What follows belongs to an exercise in optimizing a design on an open flow for a short achievable clock period and few clock cycles; a production flow would make more cautious choices.
In this exercise RTL edits were held to simulation tests only and were not proved equivalent to the original.
Power is estimated from default activity; no workload was simulated.

===== flow/design.v =====
module anna_cpu (
    input  wire        clk,
    input  wire        rst,           
    input  wire        run_start,
    input  wire [15:0] run_budget,
    output reg         done,
    output reg  [1:0]  stop_reason,   
    output reg  [1:0]  fault_code,    
    output reg  [1:0]  status,        
    output reg  [15:0] pc,
    output reg  [31:0] cycles,
    output reg         mem_req,
    output reg         mem_we,
    output reg  [15:0] mem_addr,
    output reg  [15:0] mem_wdata,
    input  wire        mem_gnt,
    input  wire [15:0] mem_rdata,
    input  wire        in_valid,
    input  wire [15:0] in_data,
    output reg         in_pop,
    output reg         out_valid,
    output reg  [1:0]  out_kind,      
    output reg  [15:0] out_data
);
    localparam [1:0] ST_HALTED = 2'd0, ST_RUNNING = 2'd1, ST_PAUSED = 2'd2;
    localparam [1:0] SR_HALTED = 2'd0, SR_CYCLES = 2'd1, SR_FAULT = 2'd2;
    localparam [1:0] F_INPUT = 2'd1, F_OPCODE = 2'd2, F_DIVZERO = 2'd3;
    localparam [1:0] S_IDLE = 2'd0, S_RUN = 2'd1, S_END = 2'd2;
    localparam [1:0] K_FETCH = 2'd0, K_LOAD = 2'd1, K_STORE = 2'd2, K_STR = 2'd3;
    localparam [2:0] L_IDLE = 3'd0, L_MUL1 = 3'd1, L_MUL2 = 3'd2, L_ALIGN = 3'd3, L_STEP = 3'd4,
                     L_FIN = 3'd5;
    localparam NB = 4;                
    integer i, j;
    function [16:0] add16(input [15:0] x, input [15:0] y, input ci);
        reg [15:0] g, p, g2, p2;
        integer k, d;
        begin
            g = x & y;
            p = x ^ y;
            g[0] = g[0] | (p[0] & ci);
            for (d = 1; d < 16; d = d * 2) begin
                g2 = g;
                p2 = p;
                for (k = d; k < 16; k = k + 1) begin
                    g2[k] = g[k] | (p[k] & g[k-d]);
                    p2[k] = p[k] & p[k-d];
                end
                g = g2;
                p = p2;
            end
            add16 = {g[15], (x ^ y) ^ {g[14:0], ci}};
        end
    endfunction
    function [18:0] add18(input [17:0] x, input [17:0] y, input ci);
        reg [17:0] g, p, g2, p2;
        integer k, d;
        begin
            g = x & y;
            p = x ^ y;
            g[0] = g[0] | (p[0] & ci);
            for (d = 1; d < 18; d = d * 2) begin
                g2 = g;
                p2 = p;
                for (k = d; k < 18; k = k + 1) begin
                    g2[k] = g[k] | (p[k] & g[k-d]);
                    p2[k] = p[k] & p[k-d];
                end
                g = g2;
                p = p2;
            end
            add18 = {g[17], (x ^ y) ^ {g[16:0], ci}};
        end
    endfunction
    function [31:0] csa(input [15:0] x, input [15:0] y, input [15:0] z);
        reg [15:0] c;
        begin
            c = (x & y) | (x & z) | (y & z);
            csa = {c[14:0], 1'b0, x ^ y ^ z};
        end
    endfunction
    function [63:0] mul4rows(input [15:0] a, input [15:0] b);
        reg [255:0] r;
        reg [175:0] t;
        reg [127:0] u;
        reg [95:0]  v;
        integer k;
        begin
            for (k = 0; k < 16; k = k + 1)
                r[16*k +: 16] = b[k] ? (a << k) : 16'd0;
            for (k = 0; k < 5; k = k + 1)
                t[32*k +: 32] = csa(r[48*k +: 16], r[48*k+16 +: 16], r[48*k+32 +: 16]);
            t[160 +: 16] = r[240 +: 16];
            for (k = 0; k < 3; k = k + 1)
                u[32*k +: 32] = csa(t[48*k +: 16], t[48*k+16 +: 16], t[48*k+32 +: 16]);
            u[96 +: 32] = t[144 +: 32];
            for (k = 0; k < 2; k = k + 1)
                v[32*k +: 32] = csa(u[48*k +: 16], u[48*k+16 +: 16], u[48*k+32 +: 16]);
            v[64 +: 32] = u[96 +: 32];
            for (k = 0; k < 2; k = k + 1)
                mul4rows[32*k +: 32] = csa(v[48*k +: 16], v[48*k+16 +: 16], v[48*k+32 +: 16]);
        end
    endfunction
    function [15:0] inc16(input [15:0] x);
        reg [15:0] c, c2;
        integer k, d;
        begin
            c = x;
            for (d = 1; d < 16; d = d * 2) begin
                c2 = c;
                for (k = d; k < 16; k = k + 1) c2[k] = c[k] & c[k-d];
                c = c2;
            end
            inc16 = x ^ {c[14:0], 1'b1};
        end
    endfunction
    function [31:0] inc32(input [31:0] x);
        reg [31:0] c, c2;
        integer k, d;
        begin
            c = x;
            for (d = 1; d < 32; d = d * 2) begin
                c2 = c;
                for (k = d; k < 32; k = k + 1) c2[k] = c[k] & c[k-d];
                c = c2;
            end
            inc32 = x ^ {c[30:0], 1'b1};
        end
    endfunction
    function [20:0] predec(input [15:0] w);
        integer k;
        begin
            for (k = 1; k < 8; k = k + 1) begin
                predec[k-1]    = (w[11:9] == k);
                predec[7+k-1]  = (w[8:6]  == k);
                predec[14+k-1] = (w[5:3]  == k);
            end
        end
    endfunction
    function [15:0] neg16(input [15:0] x);
        neg16 = inc16(~x);
    endfunction
    reg [1:0]  st;
    reg [15:0] budget;
    reg        bud1;                  
    reg [15:0] regs [1:7];
    reg [7:1]  pend;                  
    reg [2:0]  q_v;
    reg [2:0]  q_p;                   
    reg [15:0] q_w [0:2];
    reg [15:0] q_a [0:2];             
    reg [15:0] q_n [0:2];             
    reg [20:0] q_s [0:2];             
    reg [15:0] fp;                    
    reg [NB-1:0] bt_v;
    reg [15:0]   bt_a [0:NB-1];
    reg [15:0]   bt_t [0:NB-1];
    reg [1:0]    bt_ptr;
    reg [1:0]  pkind;
    reg [2:0]  prd;
    reg        pep;
    reg        d_v;
    reg        d_we;
    reg [15:0] d_addr;
    reg [15:0] d_wdata;
    reg [2:0]  d_rd;
    reg        rv;
    reg [1:0]  rkind;
    reg [2:0]  rrd;
    reg        rep;
    reg        rpt;
    reg [15:0] raddr;
    reg [15:0] raddr1;
    reg        st_chk;
    reg [15:0] st_addr;
    reg        s_act;
    reg        s_zero;
    reg        s_ep;
    reg [15:0] s_ptr;
    reg        inq_v;
    reg [15:0] inq_d;
    reg [1:0]  in_stale;
    reg [1:0]  e_reason;
    reg [1:0]  e_status;
    reg [1:0]  e_code;
    reg [2:0]  lu_st;
    reg        lu_mod;
    reg [2:0]  lu_rd;
    reg [15:0] lu_a;                  
    reg [15:0] lu_b;                  
    reg [15:0] lu_orig;               
    reg        lu_qneg, lu_rneg;
    reg [15:0] dv_r, dv_d, dv_q;
    reg [3:0]  dv_cnt;                
    reg [63:0] m_rows;                
    wire [15:0] ir   = q_w[0];
    wire [15:0] ipc  = q_a[0];
    wire [15:0] ipc1 = q_n[0];
    wire        ipt  = q_p[0];
    wire        iv   = q_v[0] & (st == S_RUN);
    wire [3:0] op  = ir[15:12];
    wire [2:0] rd  = ir[11:9];
    wire [2:0] rs1 = ir[8:6];
    wire [2:0] rs2 = ir[5:3];
    wire [2:0] fn  = ir[2:0];
    wire [15:0] imm6 = {{10{ir[5]}}, ir[5:0]};
    wire [15:0] imm8 = {{8{ir[7]}}, ir[7:0]};
    wire [6:0] oh_rd  = q_s[0][6:0];
    wire [6:0] oh_rs1 = q_s[0][13:7];
    wire [6:0] oh_rs2 = q_s[0][20:14];
    reg  [15:0] xrd, xrs1, xrs2;
    always @(*) begin
        xrd = 16'd0; xrs1 = 16'd0; xrs2 = 16'd0;
        for (j = 1; j < 8; j = j + 1) begin
            xrd  = xrd  | ({16{oh_rd[j-1]}}  & regs[j]);
            xrs1 = xrs1 | ({16{oh_rs1[j-1]}} & regs[j]);
            xrs2 = xrs2 | ({16{oh_rs2[j-1]}} & regs[j]);
        end
    end
    wire is_math = (op == 4'd0);
    wire is_jalr = (op == 4'd1);
    wire is_in   = (op == 4'd2);
    wire is_addi = (op == 4'd3);
    wire is_shf  = (op == 4'd4);
    wire is_lw   = (op == 4'd5);
    wire is_sw   = (op == 4'd6);
    wire is_br   = (op >= 4'd9) && (op <= 4'd14);
    wire is_op15 = (op == 4'd15);
    wire is_sent = (ir == 16'hF000);
    wire is_inv  = is_op15 && (fn > 3'd2);
    wire is_halt = is_op15 && (fn <= 3'd2) && (rd == 3'd0);
    wire is_outs = is_op15 && (fn == 3'd1) && (rd != 3'd0);
    wire is_out  = is_op15 && (fn == 3'd0 || fn == 3'd2) && (rd != 3'd0);
    wire is_mul  = is_math && (fn == 3'd5);
    wire is_div  = is_math && (fn[2:1] == 2'b11);
    wire is_lu   = (is_mul || is_div) && (rd != 3'd0);
    wire e_memop = (is_lw && rd != 3'd0) || is_sw;
    wire use_rs1 = is_math || is_addi || is_shf || is_lw || is_sw || is_jalr;
    wire use_rs2 = is_math && (fn != 3'd4);
    wire [7:0] pmask = {pend, 1'b0};
    wire hz = (|(oh_rd & pend)) || (use_rs1 && (|(oh_rs1 & pend))) ||
              (use_rs2 && (|(oh_rs2 & pend)));
    wire [6:0] e_woh = is_jalr ? oh_rs1 : oh_rd;
    wire xrd_z = (xrd == 16'd0);
    reg br_taken;
    always @(*) begin
        case (op)
            4'd9:    br_taken = xrd_z;
            4'd10:   br_taken = !xrd_z;
            4'd11:   br_taken = !xrd[15] && !xrd_z;
            4'd12:   br_taken = !xrd[15];
            4'd13:   br_taken = xrd[15];
            4'd14:   br_taken = xrd[15] || xrd_z;
            default: br_taken = 1'b0;
        endcase
    end
    wire [15:0] br_tgt = add16(ipc1, imm8, 1'b0);
    wire [5:0] sh  = ir[5:0];
    wire [5:0] nsh = 6'd0 - ir[5:0];
    wire       sh_left = !sh[5] && (sh != 6'd0);
    wire [15:0] shl = sh[4] ? 16'd0 : (xrs1 << sh[3:0]);
    wire [15:0] shr = (nsh[5] || nsh[4]) ? 16'd0 : (xrs1 >> nsh[3:0]);
    wire [15:0] shf_res = sh_left ? shl : shr;
    wire [15:0] sum_rr  = add16(xrs1, xrs2, 1'b0);
    wire [15:0] dif_rr  = add16(xrs1, ~xrs2, 1'b1);
    wire [15:0] e_addr  = add16(xrs1, imm6, 1'b0);       
    reg         e_wr;
    reg  [2:0]  e_widx;
    reg  [15:0] e_wval;
    always @(*) begin
        e_wr   = 1'b0;
        e_widx = rd;
        e_wval = 16'd0;
        case (op)
            4'd0: begin
                e_wr = (fn <= 3'd4);
                case (fn)
                    3'd0:    e_wval = sum_rr;
                    3'd1:    e_wval = dif_rr;
                    3'd2:    e_wval = xrs1 & xrs2;
                    3'd3:    e_wval = xrs1 | xrs2;
                    default: e_wval = ~xrs1;
                endcase
            end
            4'd1: begin e_wr = 1'b1; e_widx = rs1; e_wval = ipc1; end
            4'd2: begin e_wr = 1'b1; e_wval = inq_d; end
            4'd3: begin e_wr = 1'b1; e_wval = e_addr; end
            4'd4: begin e_wr = 1'b1; e_wval = shf_res; end
            4'd7: begin e_wr = 1'b1; e_wval = imm8; end
            4'd8: begin e_wr = 1'b1; e_wval = {ir[7:0], xrd[7:0]}; end
            default: ;
        endcase
    end
    wire smc_hit = st_chk && (
        (q_v[0] && q_a[0] == st_addr) || (q_v[1] && q_a[1] == st_addr) ||
        (q_v[2] && q_a[2] == st_addr) || (rv && rkind == K_FETCH && raddr == st_addr));
    wire kill = smc_hit && (st == S_RUN);
    wire stall = hz || (e_memop && d_v) || (is_lu && lu_st != L_IDLE) ||
                 (is_in && in_stale != 2'd0) || (is_outs && s_act && !s_zero);
    wire go = iv && !stall && !kill;
    wire dz      = (xrs2 == 16'd0);
    wire f_sent  = go && is_sent;
    wire f_inv   = go && !is_sent && is_inv;
    wire f_dz    = go && is_div && dz;
    wire f_in    = go && is_in && !inq_v;
    wire s_start = go && is_outs && !s_act;
    wire commit  = go && !is_sent && !is_inv && !(is_div && dz) &&
                   !(is_in && !inq_v) && !(is_outs && !s_act);
    wire c_last  = commit && (is_halt || bud1);
    wire fin     = f_sent || f_inv || f_dz || f_in || c_last;
    wire e_mem_go = commit && e_memop;
    wire e_lu_go  = commit && is_lu;
    wire        taken  = is_br && br_taken && (ir[7:0] != 8'd0);
    wire        redir  = commit && !c_last && (is_jalr || (taken != ipt));
    wire        bt_ins = commit && taken && !ipt;
    wire [15:0] npc    = is_jalr ? xrd : (is_br && br_taken) ? br_tgt : is_halt ? ipc : ipc1;
    wire [15:0] redir_tgt = kill ? pc : is_jalr ? xrd : (is_br && !ipt) ? br_tgt : ipc1;
    wire port_data = mem_req && (pkind == K_LOAD || pkind == K_STORE);
    wire drained = !e_mem_go && !e_lu_go && (pend == 7'd0) && (lu_st == L_IDLE) &&
                   !d_v && !port_data;
    function [3:0] clz16(input [15:0] v);
        integer k;
        reg found;
        begin
            clz16 = 4'd0;
            found = 1'b0;
            for (k = 15; k >= 0; k = k - 1) begin
                if (!found && v[k]) begin
                    clz16 = 4'd15 - k[3:0];
                    found = 1'b1;
                end
            end
        end
    endfunction
    wire [63:0] m_rows_n = mul4rows(lu_a, lu_b);
    wire [31:0] m_c1  = csa(m_rows[15:0], m_rows[31:16], m_rows[47:32]);
    wire [31:0] m_c2  = csa(m_c1[15:0], m_c1[31:16], m_rows[63:48]);
    wire [15:0] mul_res = add16(m_c2[15:0], m_c2[31:16], 1'b0);
    wire [3:0]  lz_a = clz16(lu_a);
    wire [3:0]  lz_b = clz16(lu_b);
    wire [3:0]  al_p = lz_b - lz_a;
    wire [16:0] ab_c = add16(lu_a, ~lu_b, 1'b1);
    wire        a_lt_b = !ab_c[16];
    wire [15:0] dv_h = {1'b0, dv_d[15:1]};
    wire [16:0] s1   = add16(dv_r, ~dv_d, 1'b1);           
    wire        g1   = s1[16];
    wire [15:0] r1   = g1 ? s1[15:0] : dv_r;
    wire [16:0] s2a  = add16(dv_r, ~dv_h, 1'b1);           
    wire [17:0] t_x  = {2'b00, dv_r};
    wire [17:0] t_y  = ~{2'b00, dv_d};
    wire [17:0] t_z  = ~{2'b00, dv_h};
    wire [17:0] t_s  = t_x ^ t_y ^ t_z;
    wire [17:0] t_m  = (t_x & t_y) | (t_x & t_z) | (t_y & t_z);
    wire [18:0] s2b  = add18(t_s, {t_m[16:0], 1'b1}, 1'b1);     
    wire        g2   = g1 ? !s2b[17] : s2a[16];
    wire [15:0] r2   = g1 ? (!s2b[17] ? s2b[15:0] : s1[15:0]) : (s2a[16] ? s2a[15:0] : dv_r);
    wire        two  = (dv_cnt != 4'd0);
    reg         lu_we;
    reg  [15:0] lu_wval;
    always @(*) begin
        lu_we   = 1'b0;
        lu_wval = 16'd0;
        case (lu_st)
            L_MUL2:  begin lu_we = 1'b1; lu_wval = mul_res; end
            L_ALIGN: begin lu_we = a_lt_b; lu_wval = lu_mod ? lu_orig : 16'd0; end
            L_FIN:   begin
                lu_we = 1'b1;
                if (lu_mod) lu_wval = lu_rneg ? neg16(dv_r) : dv_r;
                else        lu_wval = lu_qneg ? neg16(dv_q) : dv_q;
            end
            default: ;
        endcase
    end
    wire rv_f    = rv && (rkind == K_FETCH);
    wire p_fetch = mem_req && (pkind == K_FETCH);
    wire deq     = commit;
    wire flush   = kill || redir || fin || (st != S_RUN);
    wire [2:0] base_g1 = {2'b0, q_v[0]} + {2'b0, q_v[1]} + {2'b0, q_v[2]} +
                         {2'b0, rv_f} + {2'b0, p_fetch};
    wire [2:0] base_g0 = {2'b0, q_v[0]} + {2'b0, q_v[1]} + {2'b0, q_v[2]} + {2'b0, rv_f};
    wire fok_g1 = flush || (base_g1 <= 3'd2) || (base_g1 == 3'd3 && deq);
    wire fok_g0 = flush || (base_g0 <= 3'd2) || (base_g0 == 3'd3 && deq);
    reg         bt_hit;
    reg  [15:0] bt_tgt;
    wire [15:0] fp1 = inc16(fp);
    always @(*) begin
        bt_hit = 1'b0;
        bt_tgt = fp1;
        for (j = 0; j < NB; j = j + 1)
            if (bt_v[j] && bt_a[j] == fp) begin
                bt_hit = 1'b1;
                bt_tgt = bt_t[j];
            end
    end
    wire [15:0] fa_g1 = (kill || redir) ? redir_tgt : p_fetch ? bt_tgt : fp;
    wire [15:0] fa_g0 = (kill || redir) ? redir_tgt : fp;
    wire e_is_mem = iv && e_memop && !d_v;           
    wire e_is_str = iv && is_outs && !s_act && !e_is_mem;
    wire s_more   = s_act && !s_zero;
    wire [15:0] str_a = e_is_str ? xrd : s_ptr;
    wire port_free = mem_gnt || !mem_req || p_fetch;
    always @(posedge clk) begin
        if (rst) begin
            st          <= S_IDLE;
            pc          <= 16'd0;
            cycles      <= 32'd0;
            status      <= ST_HALTED;
            done        <= 1'b0;
            stop_reason <= SR_HALTED;
            fault_code  <= 2'd0;
            budget      <= 16'd0;
            bud1        <= 1'b0;
            for (i = 1; i < 8; i = i + 1) regs[i] <= 16'd0;
            pend        <= 7'd0;
            q_v         <= 3'd0;
            q_p         <= 3'd0;
            for (i = 0; i < 3; i = i + 1) begin
                q_w[i] <= 16'd0; q_a[i] <= 16'd0; q_n[i] <= 16'd0; q_s[i] <= 21'd0;
            end
            fp          <= 16'd0;
            bt_v        <= {NB{1'b0}};
            bt_ptr      <= 2'd0;
            for (i = 0; i < NB; i = i + 1) begin
                bt_a[i] <= 16'd0; bt_t[i] <= 16'd0;
            end
            mem_req     <= 1'b1;
            mem_we      <= 1'b0;
            mem_addr    <= 16'd0;
            mem_wdata   <= 16'd0;
            pkind       <= K_FETCH;
            prd         <= 3'd0;
            pep         <= 1'b0;
            d_v         <= 1'b0;
            d_we        <= 1'b0;
            d_addr      <= 16'd0;
            d_wdata     <= 16'd0;
            d_rd        <= 3'd0;
            rv          <= 1'b0;
            rkind       <= K_FETCH;
            rrd         <= 3'd0;
            rep         <= 1'b0;
            rpt         <= 1'b0;
            raddr       <= 16'd0;
            raddr1      <= 16'd0;
            st_chk      <= 1'b0;
            st_addr     <= 16'd0;
            s_act       <= 1'b0;
            s_zero      <= 1'b0;
            s_ep        <= 1'b0;
            s_ptr       <= 16'd0;
            inq_v       <= 1'b0;
            inq_d       <= 16'd0;
            in_stale    <= 2'd2;
            e_reason    <= 2'd0;
            e_status    <= 2'd0;
            e_code      <= 2'd0;
            in_pop      <= 1'b0;
            out_valid   <= 1'b0;
            out_kind    <= 2'd0;
            out_data    <= 16'd0;
            lu_st       <= L_IDLE;
            m_rows      <= 64'd0;
            lu_mod      <= 1'b0;
            lu_rd       <= 3'd0;
            lu_a        <= 16'd0;
            lu_b        <= 16'd0;
            lu_orig     <= 16'd0;
            lu_qneg     <= 1'b0;
            lu_rneg     <= 1'b0;
            dv_r        <= 16'd0;
            dv_d        <= 16'd0;
            dv_q        <= 16'd0;
            dv_cnt      <= 4'd0;
        end else begin
            done      <= 1'b0;
            in_pop    <= 1'b0;
            out_valid <= 1'b0;
            inq_v <= in_valid;
            inq_d <= in_data;
            if (in_stale != 2'd0) in_stale <= in_stale - 2'd1;
            for (i = 1; i < 8; i = i + 1) begin
                if (rv && rkind == K_LOAD && rrd == i)
                    regs[i] <= mem_rdata;
                else if (lu_we && lu_rd == i)
                    regs[i] <= lu_wval;
                else if (commit && e_wr && e_woh[i-1])
                    regs[i] <= e_wval;
            end
            if (rv && rkind == K_LOAD) pend[rrd] <= 1'b0;
            if (lu_we) pend[lu_rd] <= 1'b0;
            rv <= 1'b0;
            if (rv && rkind == K_STR && rep == s_ep && s_act && !s_zero) begin
                out_valid <= 1'b1;
                out_kind  <= (mem_rdata == 16'd0) ? 2'd3 : 2'd2;
                out_data  <= mem_rdata;
                if (mem_rdata == 16'd0) s_zero <= 1'b1;
            end
            case (lu_st)
                L_MUL1: begin
                    m_rows <= m_rows_n;
                    lu_st  <= L_MUL2;
                end
                L_MUL2: lu_st <= L_IDLE;
                L_ALIGN: begin
                    if (a_lt_b) begin
                        lu_st <= L_IDLE;
                    end else if (al_p == 4'd0) begin
                        dv_r  <= ab_c[15:0];
                        dv_q  <= 16'd1;
                        lu_st <= L_FIN;
                    end else begin
                        dv_r   <= lu_a;
                        dv_d   <= lu_b << al_p;
                        dv_q   <= 16'd0;
                        dv_cnt <= al_p;
                        lu_st  <= L_STEP;
                    end
                end
                L_STEP: begin
                    if (two) begin
                        dv_r <= r2;
                        dv_d <= {2'b0, dv_d[15:2]};
                        dv_q <= {dv_q[13:0], g1, g2};
                        if (dv_cnt == 4'd1) lu_st <= L_FIN;
                        else dv_cnt <= dv_cnt - 4'd2;
                    end else begin
                        dv_r <= r1;
                        dv_q <= {dv_q[14:0], g1};
                        lu_st <= L_FIN;
                    end
                end
                L_FIN: lu_st <= L_IDLE;
                default: ;
            endcase
            st_chk <= 1'b0;
            if (commit) begin
                pc     <= npc;
                cycles <= inc32(cycles);
                budget <= add16(budget, 16'hFFFF, 1'b0);
                bud1   <= (budget == 16'd2);
                if (is_in) begin
                    in_pop   <= 1'b1;
                    in_stale <= 2'd2;
                end
                if (is_out) begin
                    out_valid <= 1'b1;
                    out_kind  <= (fn == 3'd2) ? 2'd1 : 2'd0;
                    out_data  <= xrd;
                end
                if (is_outs) s_act <= 1'b0;
                if (e_mem_go && is_lw) pend[rd] <= 1'b1;
                if (e_mem_go && is_sw) begin
                    st_chk  <= 1'b1;
                    st_addr <= e_addr;
                end
                if (e_lu_go) begin
                    pend[rd] <= 1'b1;
                    lu_rd    <= rd;
                    lu_mod   <= fn[0];
                    if (is_mul) begin
                        lu_a  <= xrs1;
                        lu_b  <= xrs2;
                        lu_st <= L_MUL1;
                    end else begin
                        lu_a    <= xrs1[15] ? neg16(xrs1) : xrs1;
                        lu_b    <= xrs2[15] ? neg16(xrs2) : xrs2;
                        lu_orig <= xrs1;
                        lu_qneg <= xrs1[15] ^ xrs2[15];
                        lu_rneg <= xrs1[15];
                        lu_st   <= L_ALIGN;
                    end
                end
            end
            if (s_start) begin
                s_act  <= 1'b1;
                s_zero <= 1'b0;
                s_ep   <= ~s_ep;
                s_ptr  <= xrd;
            end
            if (st != S_RUN) begin
                bt_v <= {NB{1'b0}};
            end else begin
                for (i = 0; i < NB; i = i + 1)
                    if (st_chk && bt_a[i] == st_addr) bt_v[i] <= 1'b0;
                if (bt_ins) begin
                    bt_v[bt_ptr] <= 1'b1;
                    bt_a[bt_ptr] <= ipc;
                    bt_t[bt_ptr] <= br_tgt;
                    bt_ptr       <= bt_ptr + 2'd1;
                end
            end
            if (flush) begin
                q_v <= 3'd0;
            end else begin
                case ({deq, q_v})
                    4'b0_000: begin
                        q_v[0] <= rv_f;
                        q_w[0] <= mem_rdata; q_s[0] <= predec(mem_rdata); q_p[0] <= rpt; q_a[0] <= raddr; q_n[0] <= raddr1;
                    end
                    4'b0_001: begin
                        q_v[1] <= rv_f;
                        q_w[1] <= mem_rdata; q_s[1] <= predec(mem_rdata); q_p[1] <= rpt; q_a[1] <= raddr; q_n[1] <= raddr1;
                    end
                    4'b0_011: begin
                        q_v[2] <= rv_f;
                        q_w[2] <= mem_rdata; q_s[2] <= predec(mem_rdata); q_p[2] <= rpt; q_a[2] <= raddr; q_n[2] <= raddr1;
                    end
                    4'b1_001: begin
                        q_v[0] <= rv_f;
                        q_w[0] <= mem_rdata; q_s[0] <= predec(mem_rdata); q_p[0] <= rpt; q_a[0] <= raddr; q_n[0] <= raddr1;
                    end
                    4'b1_011: begin
                        q_v[0] <= 1'b1;
                        q_w[0] <= q_w[1]; q_s[0] <= q_s[1]; q_p[0] <= q_p[1]; q_a[0] <= q_a[1]; q_n[0] <= q_n[1];
                        q_v[1] <= rv_f;
                        q_w[1] <= mem_rdata; q_s[1] <= predec(mem_rdata); q_p[1] <= rpt; q_a[1] <= raddr; q_n[1] <= raddr1;
                    end
                    4'b1_111: begin
                        q_w[0] <= q_w[1]; q_s[0] <= q_s[1]; q_p[0] <= q_p[1]; q_a[0] <= q_a[1]; q_n[0] <= q_n[1];
                        q_w[1] <= q_w[2]; q_s[1] <= q_s[2]; q_p[1] <= q_p[2]; q_a[1] <= q_a[2]; q_n[1] <= q_n[2];
                        q_v[2] <= rv_f;
                        q_w[2] <= mem_rdata; q_s[2] <= predec(mem_rdata); q_p[2] <= rpt; q_a[2] <= raddr; q_n[2] <= raddr1;
                    end
                    default: ;    
                endcase
            end
            if (st == S_RUN) begin
                if (mem_gnt && mem_req && pkind != K_STORE &&
                    !(pkind == K_FETCH && flush)) begin
                    rv     <= 1'b1;
                    rkind  <= pkind;
                    rrd    <= prd;
                    rep    <= pep;
                    rpt    <= bt_hit;
                    raddr  <= mem_addr;
                    raddr1 <= inc16(mem_addr);
                end
                fp <= mem_gnt ? fa_g1 : fa_g0;
                if (port_free) begin
                    if (d_v) begin
                        mem_req <= 1'b1; mem_we <= d_we; mem_addr <= d_addr; mem_wdata <= d_wdata;
                        pkind <= d_we ? K_STORE : K_LOAD; prd <= d_rd;
                        d_v <= 1'b0;
                    end else if (e_is_mem) begin
                        mem_req <= e_mem_go; mem_we <= is_sw && e_mem_go;
                        mem_addr <= e_addr; mem_wdata <= xrd;
                        pkind <= is_sw ? K_STORE : K_LOAD; prd <= rd;
                    end else if (e_is_str || s_more) begin
                        mem_req <= e_is_str ? s_start : 1'b1; mem_we <= 1'b0; mem_addr <= str_a;
                        pkind <= K_STR; pep <= e_is_str ? ~s_ep : s_ep;
                        s_ptr <= inc16(str_a);
                    end else begin
                        mem_req <= mem_gnt ? fok_g1 : fok_g0; mem_we <= 1'b0;
                        mem_addr <= mem_gnt ? fa_g1 : fa_g0;
                        pkind <= K_FETCH;
                    end
                end else if (e_mem_go) begin
                    d_v <= 1'b1; d_we <= is_sw; d_addr <= e_addr; d_wdata <= xrd; d_rd <= rd;
                end
            end else if (st == S_END) begin
                if (mem_gnt && mem_req && pkind == K_LOAD) begin
                    rv    <= 1'b1;
                    rkind <= pkind;
                    rrd   <= prd;
                    raddr <= mem_addr;
                end
                if (mem_gnt || !mem_req || pkind == K_FETCH || pkind == K_STR) begin
                    if (d_v) begin
                        mem_req <= 1'b1; mem_we <= d_we; mem_addr <= d_addr; mem_wdata <= d_wdata;
                        pkind <= d_we ? K_STORE : K_LOAD; prd <= d_rd;
                        d_v <= 1'b0;
                    end else begin
                        mem_req <= 1'b0; mem_we <= 1'b0; pkind <= K_FETCH;
                    end
                end
            end
            case (st)
                S_IDLE: begin
                    mem_req  <= 1'b1;
                    mem_we   <= 1'b0;
                    pkind    <= K_FETCH;
                    mem_addr <= pc;
                    fp       <= pc;
                    if (run_start) begin
                        budget <= run_budget;
                        bud1   <= (run_budget == 16'd1);
                        if (run_budget == 16'd0) begin
                            done        <= 1'b1;
                            stop_reason <= SR_CYCLES;
                            status      <= ST_PAUSED;
                            fault_code  <= 2'd0;
                        end else begin
                            st <= S_RUN;
                            if (mem_gnt && mem_req && pkind == K_FETCH && mem_addr == pc) begin
                                rv       <= 1'b1;
                                rkind    <= K_FETCH;
                                rpt      <= 1'b0;
                                raddr    <= pc;
                                raddr1   <= inc16(pc);
                                mem_addr <= inc16(pc);
                                fp       <= inc16(pc);
                            end
                        end
                    end
                end
                S_RUN: begin
                    if (fin) begin
                        if (f_sent || c_last && is_halt) begin
                            e_reason <= SR_HALTED; e_status <= ST_HALTED; e_code <= 2'd0;
                        end else if (c_last) begin
                            e_reason <= SR_CYCLES; e_status <= ST_PAUSED; e_code <= 2'd0;
                        end else begin
                            e_reason <= SR_FAULT; e_status <= ST_RUNNING;
                            e_code <= f_inv ? F_OPCODE : f_dz ? F_DIVZERO : F_INPUT;
                        end
                        if (drained) begin
                            st          <= S_IDLE;
                            done        <= 1'b1;
                            mem_req     <= 1'b1;
                            mem_we      <= 1'b0;
                            pkind       <= K_FETCH;
                            mem_addr    <= (is_op15 || is_div || is_in) ? ipc : ipc1;
                            if (f_sent || c_last && is_halt) begin
                                stop_reason <= SR_HALTED; status <= ST_HALTED; fault_code <= 2'd0;
                            end else if (c_last) begin
                                stop_reason <= SR_CYCLES; status <= ST_PAUSED; fault_code <= 2'd0;
                            end else begin
                                stop_reason <= SR_FAULT; status <= ST_RUNNING;
                                fault_code  <= f_inv ? F_OPCODE : f_dz ? F_DIVZERO : F_INPUT;
                            end
                        end else begin
                            st <= S_END;
                        end
                    end
                end
                S_END: begin
                    if ((pend == 7'd0) && (lu_st == L_IDLE) && !d_v && !port_data) begin
                        st          <= S_IDLE;
                        done        <= 1'b1;
                        mem_req     <= 1'b1;
                        mem_we      <= 1'b0;
                        pkind       <= K_FETCH;
                        mem_addr    <= pc;
                        stop_reason <= e_reason;
                        status      <= e_status;
                        fault_code  <= e_code;
                    end
                end
                default: st <= S_IDLE;
            endcase
        end
    end
endmodule

===== flow/run.sh =====
#!/bin/bash
# synth_recipe.tcl (not shown) runs the flow's synth.tcl, then flattens the netlist and writes it again
# the make line also repeats each setting of config.mk as NAME=value (left out here)
make -C /OpenROAD-flow-scripts/flow DESIGN_CONFIG=/design/flow/config.mk WORK_HOME=/design/flow/orfs CLKGATE_MAP_FILE= SYNTH_SCRIPT=/design/flow/synth_recipe.tcl finish

===== flow/config.mk =====
export PLATFORM = sky130hd
export DESIGN_NAME = anna_cpu
export DESIGN_NICKNAME = anna_cpu
export VERILOG_FILES = /design/flow/design.v
export SDC_FILE = /design/flow/constraint.sdc
export NUM_CORES = 4
export LEC_CHECK = 0
export CAP_MARGIN = 20
export CORE_MARGIN = 2
export CORE_UTILIZATION = 40
export SETUP_SLACK_MARGIN = 5
export SLEW_MARGIN = 20
export TNS_END_PERCENT = 100

===== flow/constraint.sdc =====
create_clock -name core_clock -period 10.0 [get_ports {clk}]
set_input_delay 2.0000 -clock core_clock [delete_from_list [all_inputs] [get_ports {clk}]]
set_output_delay 2.0000 -clock core_clock [all_outputs]
set_load 0.01 [all_outputs]

==> out/metrics.cfg <==
[synthesis]
synth_area_leader_cell=dfxtp_1
synth_edf_count=128
avgSynthCellArea_um2=7.82
synth-seq-cells=892
yosys_warnings=6
synthArstFlopShare=0
synth_ff_type=dfxtp_1
synth_nets=8511
syn_area_um2=63300
synth_cell_types=102
yosysMostFrequentCell=nor2_1
ys_top_cells_by_count=1087 x nor2_1, 996 x nand2_1, 764 x dfxtp_1
yosys-top-cells-area=dfxtp_1 24%, nor2_1 6.4%, edfxtp_1 6.1%
netlist_instances=8092
ys_seq_area_frac=0.302
synth.top_cell.area_share=0.242

[placed_design]
portBuffers=161
dp_hpwl_um=208000
post-place-cells=9890
globalplace.congestion=1.03

[timing]
drv_slew=0
worst_pin_slew_ps=1280
setup_viol=0
slew_headroom=0.142
hold_violations=0
skew_ps=61.0
fin_crit_ps=5020
fmax_ghz=0.199
grt_setup_unrepaired=true
finalSetupTns_ps=0
finalCritPeriodShare=0.502

[route]
avgRoutedWirePerCell_um=28.9
drc=0
ant_nets=0
routed_wirelength_um=294000
vias=64400
drt-initial-drc-count=8921
vias_per_cell=6.33
drt-pass1-iter-count=10

[finish]
finalNonFillerCells=10200
n_fill_cell=15600
syn_to_final_growth_pct=13.5
regArea_um2=19200
multiInputGateArea_um2=41300
nNetsFinal=8426
drive_above_1_share=0.0912

[clock_tree]
hold_buffers=0
clock-root-buffer=clkbuf_16
clk_latency_ps=770
tritoncts=built
numCtsBuffers=106
clkTransAtPathRegs_ps=70
htreeDepth=3
cts_sinks=892
cts.path.max_buffers=3

[min_path]
worstHoldEndpoint=q_n[1][3]
whs_path_depth=2
hold_path.class=register to register
min-delay-start=q_n[2][3]

[global_route]
antenna_found_initial=14
grt_pass1_vias=59700
grt_max_degree=103
grt_first_pass_wirelength_um=420000
overflow=0
grt_util_all_layers=0.347

[worst_setup_path]
critPathLaunchType=register
reg2reg_to=q_s[0][15]
cp.arrival_ps=5670
r2r_slack_ps=4980
ff2ff_path_depth=13
end_kind=register
crit_type=register to register
r2r_start=q_a[0][0]
worstPathRequired_ps=10650
path_max_fanout=30

[run_status]
outcome=finished clean

[power_and_ir_drop]
p_seq_frac=0.411
switching_power_w=0.00291
p_leak_nw=26.1
swShare=0.309
p_per_area_nw_per_um2=131
comb_power_share=0.150
clkPwrFrac=0.439
internal_power_w=0.00651
ir_drop_uv=144
fin_total_pwr_w=0.00941

[floorplan]
die_w_um=402
rows=145
dieArea_um2=161000
core_area_um2=157000
ioPinCount=162
die_h_um=402
start_util=0.404

[job]
maxCapViolCount=0

power groups by stage:
stage,Clock [W],Sequential (W),Combinational (W)
final,0.00413,0.00387,0.00141
after detailed placement,0,0.00393,0.00127
after global routing,0.00431,0.00386,0.00146
after floorplan,0,0.00384,0.000782
after CTS,0.00418,0.00385,0.00131
after global placement,0,0.00393,0.00126
logic make-up after synthesis:
family	synth area share
buffers and inverters	0.0590
AO/OA/AOI/OAI	0.222
flip-flops	0.302
XOR/XNOR	0.0715
AND/OR/NAND/NOR	0.225
multiplexers	0.0349
adder cells (fa/ha/maj)	0.0853
registers in the layout (all words and copies together), names as in the netlist, 32 cells and up:
| name | cells |
|---|---|
| q_a | 48 |
| regs | 112 |
| q_s | 63 |
| q_w | 48 |
| m_rows | 34 |
| q_n | 48 |
| cycles | 32 |
| bt_a | 64 |
| bt_t | 64 |
cell type report:
class | count | area share
Clock inverter | 57 | 0.00864
Antenna cell | 8 | 0.000279
Inverter | 271 | 0.0145
Sequential cell | 892 | 0.267
Clock buffer | 140 | 0.0426
Timing Repair Buffer | 443 | 0.0563
Multi-Input combinational cell | 6293 | 0.575
Tap cell | 2058 | 0.0359
worst max-delay path, cell delays in order, from the launching register on:
cell and delay, ps:
dfxtp_1 1080, xor2_1 170, or4b_2 740, nor4_1 260, o31a_1 590, or4_4 360, buf_8 280, nand2_1 160
a21o_1 220, a21oi_4 170, buf_12 150, buf_6 330, nor2_1 80, a311oi_1 280
cells in the final DEF (no fill, tap or decap), drive strengths merged, types with 125 or more instances in the layout:
| master | n |
|---|---|
| clkdlybuf4s50 | 160 |
| xor2 | 187 |
| o21ai | 299 |
| a21oi | 624 |
| a211oi | 277 |
| edfxtp | 128 |
| ha | 257 |
| a22oi | 145 |
| dfxtp | 764 |
| inv | 271 |
| mux2i | 125 |
| clkbuf | 146 |
| nand3 | 177 |
| xnor2 | 331 |
| nor3 | 188 |
| and2 | 172 |
| nand2 | 997 |
| nor2 | 1091 |
| buf | 277 |
what timing repair did:
| item | CTS | global route |
|---|---|---|
| setup endpoints to repair | 742 | 581 |
| pin swaps | 10 | 24 |
| cloned | 7 | 8 |
| gates resized for setup | 90 | 88 |
| buffers inserted | 22 | 29 |
metal layers:
| metal | GRT usage | share of wire |
|---|---|---|
| met1 | 0.464 | 0.41 |
| met2 | 0.513 | 0.42 |
| met3 | 0.0773 | 0.11 |
| met4 | 0.196 | 0.066 |
| met5 | 0 | 0.00025 |
per-stage QoR:
step	util	cell area [um^2]	worst slack (ps)	hold slack, ps
5_1_grt	0.458	71800	4890	473
3_5_place_dp	0.425	66700	3440	447
3_3_place_gp	0.425	66600	3610	439
6_report	0.458	71800	4980	449
4_1_cts	0.453	71000	4970	457
2_1_floorplan	-	63300	5090	422
how the worst max path moves through the flow:
stage	start	end	slack, ps	depth (start not counted)
CTS	q_s[0][8]	regs[3][9]	4970	19
floorplan	q_w[0][0]	bt_a[3][0]	5090	15
finish	q_a[0][0]	q_s[0][15]	4980	13
global route	q_s[0][10]	regs[5][15]	4890	17
detailed placement	mem_gnt	raddr[7]	3440	7
global placement	mem_gnt	raddr[15]	3610	8
Testbench counts, summed over its fixed seeds: cycles 139,980.

port drivers added, routing unchanged:
The flow's constraints put no driver on any port. The routed layout listed below was extracted and timed again, unchanged, in two steps. Step 1 assumes that a clkbuf_16 drives the clock port and a buf_2 every other input. Step 2, shift: input delay + t, output delay - t, t = (earliest + latest rising clock arrival at the registers) / 2. This alone moves slack from input paths to output paths. a / b / c = ideal / step 1 / step 2; a / b = the first two.
shift t [ns]: 0.825
setup WS [ns]: 4.982 / 4.982 / 4.293
worst setup path after step 2: input to register
After both steps this run still meets setup and hold. The setup slack of this run moves by 0.000 ns with the drivers and by -0.689 ns with both steps.
